What follows belongs to an exercise in optimizing a design on an open flow for small area; a production flow would make more cautious choices.
Function was checked by simulation only, so behaviour that the tests miss may differ from the original.
Power is estimated from default activity; no workload was simulated.

==> flow/design.v (excerpt) <==
module ssd1675a_ctrl(clk, rst, cmd_valid, cmd_ready, cmd_opc, cmd_code, cmd_has_payload, cmd_len, cmd_x0, cmd_x1, cmd_y0, cmd_y1, dat_valid, dat_ready, dat_byte, done, status, seq_ready, spi_sclk, spi_mosi, spi_cs_n
, spi_dc, panel_rst_n, panel_busy);
  input clk;
  wire clk;
  input rst;
  wire rst;
  input cmd_valid;
  wire cmd_valid;
  output cmd_ready;
  wire cmd_ready;
  input [3:0] cmd_opc;
  wire [3:0] cmd_opc;
  input [7:0] cmd_code;
  wire [7:0] cmd_code;
  input cmd_has_payload;
  wire cmd_has_payload;
  input [15:0] cmd_len;
  wire [15:0] cmd_len;
  input [7:0] cmd_x0;
  wire [7:0] cmd_x0;
  input [7:0] cmd_x1;
  wire [7:0] cmd_x1;
  input [15:0] cmd_y0;
  wire [15:0] cmd_y0;
  input [15:0] cmd_y1;
  wire [15:0] cmd_y1;
  input dat_valid;
  wire dat_valid;
  output dat_ready;
  wire dat_ready;
  input [7:0] dat_byte;
  wire [7:0] dat_byte;
  output done;
  reg done;
  output [2:0] status;
  reg [2:0] status;
  output seq_ready;
  reg seq_ready;
  output spi_sclk;
  reg spi_sclk;
  output spi_mosi;
  reg spi_mosi;
  output spi_cs_n;
  reg spi_cs_n;
  output spi_dc;
  reg spi_dc;
  ...
Size: roughly 100 I/O pins.
clock: 10.0 ns
lec_check: 0
abc_area: 1
cap_margin: 20
core_margin: 2
core_utilization: 40
place_density: 0.6
slew_margin: 20
standard.sh (not shown) runs the stock make flow with config.mk's settings and CLKGATE_MAP_FILE= SYNTH_SCRIPT=/design/flow/synth_recipe.tcl, a recipe that flattens the netlist after the stock synthesis.
==> flow/flow/run.sh <==
#!/bin/bash
# The standard layout (standard.sh) with two changes to how it is made:
#  - synthesis maps the logic with flow/abc_area.script (an area-oriented ABC
#    mapping, selected by ABC_AREA=1 in config.mk) from a private copy of the ORFS
#    scripts folder; everything else in that folder is ORFS's own, unchanged;
#  - every input and output port gets sky130_fd_sc_hd__buf_1 as its buffer.
set -euo pipefail
rm -rf scripts_local
cp -r "$FLOW_HOME/scripts" scripts_local
cp flow/abc_area.script scripts_local/abc_area.script
export SCRIPTS_DIR="$PWD/scripts_local"
export BUFFER_PORTS_ARGS="-buffer_cell sky130_fd_sc_hd__buf_1"
bash standard.sh > standard_flow.log 2>&1
==> flow/flow/abc_area.script <==
strash
dch -f
amap -F 1000
topo
Rerun with:
==> flow/flow/run.sh (replaced) <==
#!/bin/bash
# The standard layout (standard.sh, unchanged synthesis), with the smallest buffer,
# sky130_fd_sc_hd__buf_1, as the buffer that every input and output port gets.
set -euo pipefail
export BUFFER_PORTS_ARGS="-buffer_cell sky130_fd_sc_hd__buf_1"
bash standard.sh > standard_flow.log 2>&1
removed: flow/flow/abc_area.script
The changed run passed the timing, DRC and antenna checks.
Utilization went down by 1.7 points.
Routed wire length went up by 7.7%.
Non-clock buffer count went down by 4.
Count of clock-buffer cells in the layout went down by 2.
Global-route usage went down by 1.5 points.

--- another note on this design; it stands on its own ---

==> inputs of maple <==
Design ssd1675a_ctrl, start of the top module:
module ssd1675a_ctrl(clk, rst, cmd_valid, cmd_ready, cmd_opc, cmd_code, cmd_has_payload, cmd_len, cmd_x0, cmd_x1, cmd_y0, cmd_y1, dat_valid, dat_ready, dat_byte, done, status, seq_ready, spi_sclk, spi_mosi, spi_cs_n
, spi_dc, panel_rst_n, panel_busy);
clock: 10.0 ns
lec_check: 0
abc_area: 1
cap_margin: 0
core_margin: 2
core_utilization: 40
gpl_timing_driven: 0
place_density: 0.6
slew_margin: 0
standard.sh (not shown) runs the stock make flow with config.mk's settings and CLKGATE_MAP_FILE= SYNTH_SCRIPT=/design/flow/synth_recipe.tcl, a recipe that flattens the netlist after the stock synthesis.
==> flow/flow/run.sh <==
#!/bin/bash
# The standard layout (standard.sh), with these changes to how it is made:
#  - synthesis maps the logic with flow/abc_area.script (an area-oriented ABC
#    mapping, selected by ABC_AREA=1 in config.mk), from a private copy of the ORFS
#    scripts folder; every other file in that folder is ORFS's own, unchanged;
#  - synthesis does not extract half/full adders (ADDER_MAP_FILE empty), so ABC
#    maps that logic too;
#  - every input and output port gets sky130_fd_sc_hd__buf_1 as its buffer.
# Registers are those of the standard synthesis (dfflibmap runs before ABC).
set -euo pipefail
rm -rf scripts_local
cp -r "$FLOW_HOME/scripts" scripts_local
cp flow/abc_area.script scripts_local/abc_area.script
export SCRIPTS_DIR="$PWD/scripts_local"
export ADDER_MAP_FILE=
export BUFFER_PORTS_ARGS="-buffer_cell sky130_fd_sc_hd__buf_1"
bash standard.sh > standard_flow.log 2>&1
==> flow/flow/abc_area.script <==
strash
dch -f
amap -F 1000
topo
==> amber: changes against maple <==
- CAP_MARGIN: 0 -> 20
- GPL_TIMING_DRIVEN: 0 -> unset
- SLEW_MARGIN: 0 -> 20
==> notes <==
maple finished clean. amber passed the timing, DRC and antenna checks. Area after synthesis is the same in amber and maple. Between amber and maple, the lower cell area is in amber (gap 0.22%, measured against maple). Clock power: amber is lower than maple (17%). Between amber and maple, the lower via count is in maple (gap 2.5%, measured against maple).

==> separate check: timing with driven ports <==
No port has a modelled driver above. Below, the same layouts with a new extraction and two added sets of constraints. Step 1 (the two cells are an assumption about what drives the block):
set clk [get_ports {clk}]
set_driving_cell -lib_cell sky130_fd_sc_hd__clkbuf_16 $clk
set_driving_cell -lib_cell sky130_fd_sc_hd__buf_2 [delete_from_list [all_inputs] $clk]
Step 2 times the ports against the registers' clock, not the clock port: input delays grow and output delays shrink by t, the midpoint of the rising clock arrivals with the driver on. a / b / c = no drivers / after step 1 / after step 2; a / b = the first two.
| run | t, ns | setup slack, ns | worst setup path at the end | clock arrival spread, ns | worst slew at a driven data input, ns |
|---|---|---|---|---|---|
| the first run of note 1 | 0.347 | 4.210 / 4.210 / 4.210 | register to register | 0.017 / 0.017 | 0.04 |
| the second run of note 1 | 0.350 | 5.373 / 5.333 / 5.413 | input to register | 0.008 / 0.008 | 0.04 |
| maple | 0.343 | 2.276 / 2.243 / 2.585 | register to output | 0.025 / 0.025 | 0.04 |
| amber | 0.347 | 2.825 / 2.790 / 3.137 | register to output | 0.011 / 0.012 | 0.04 |
After both steps every run listed still meets setup and hold.
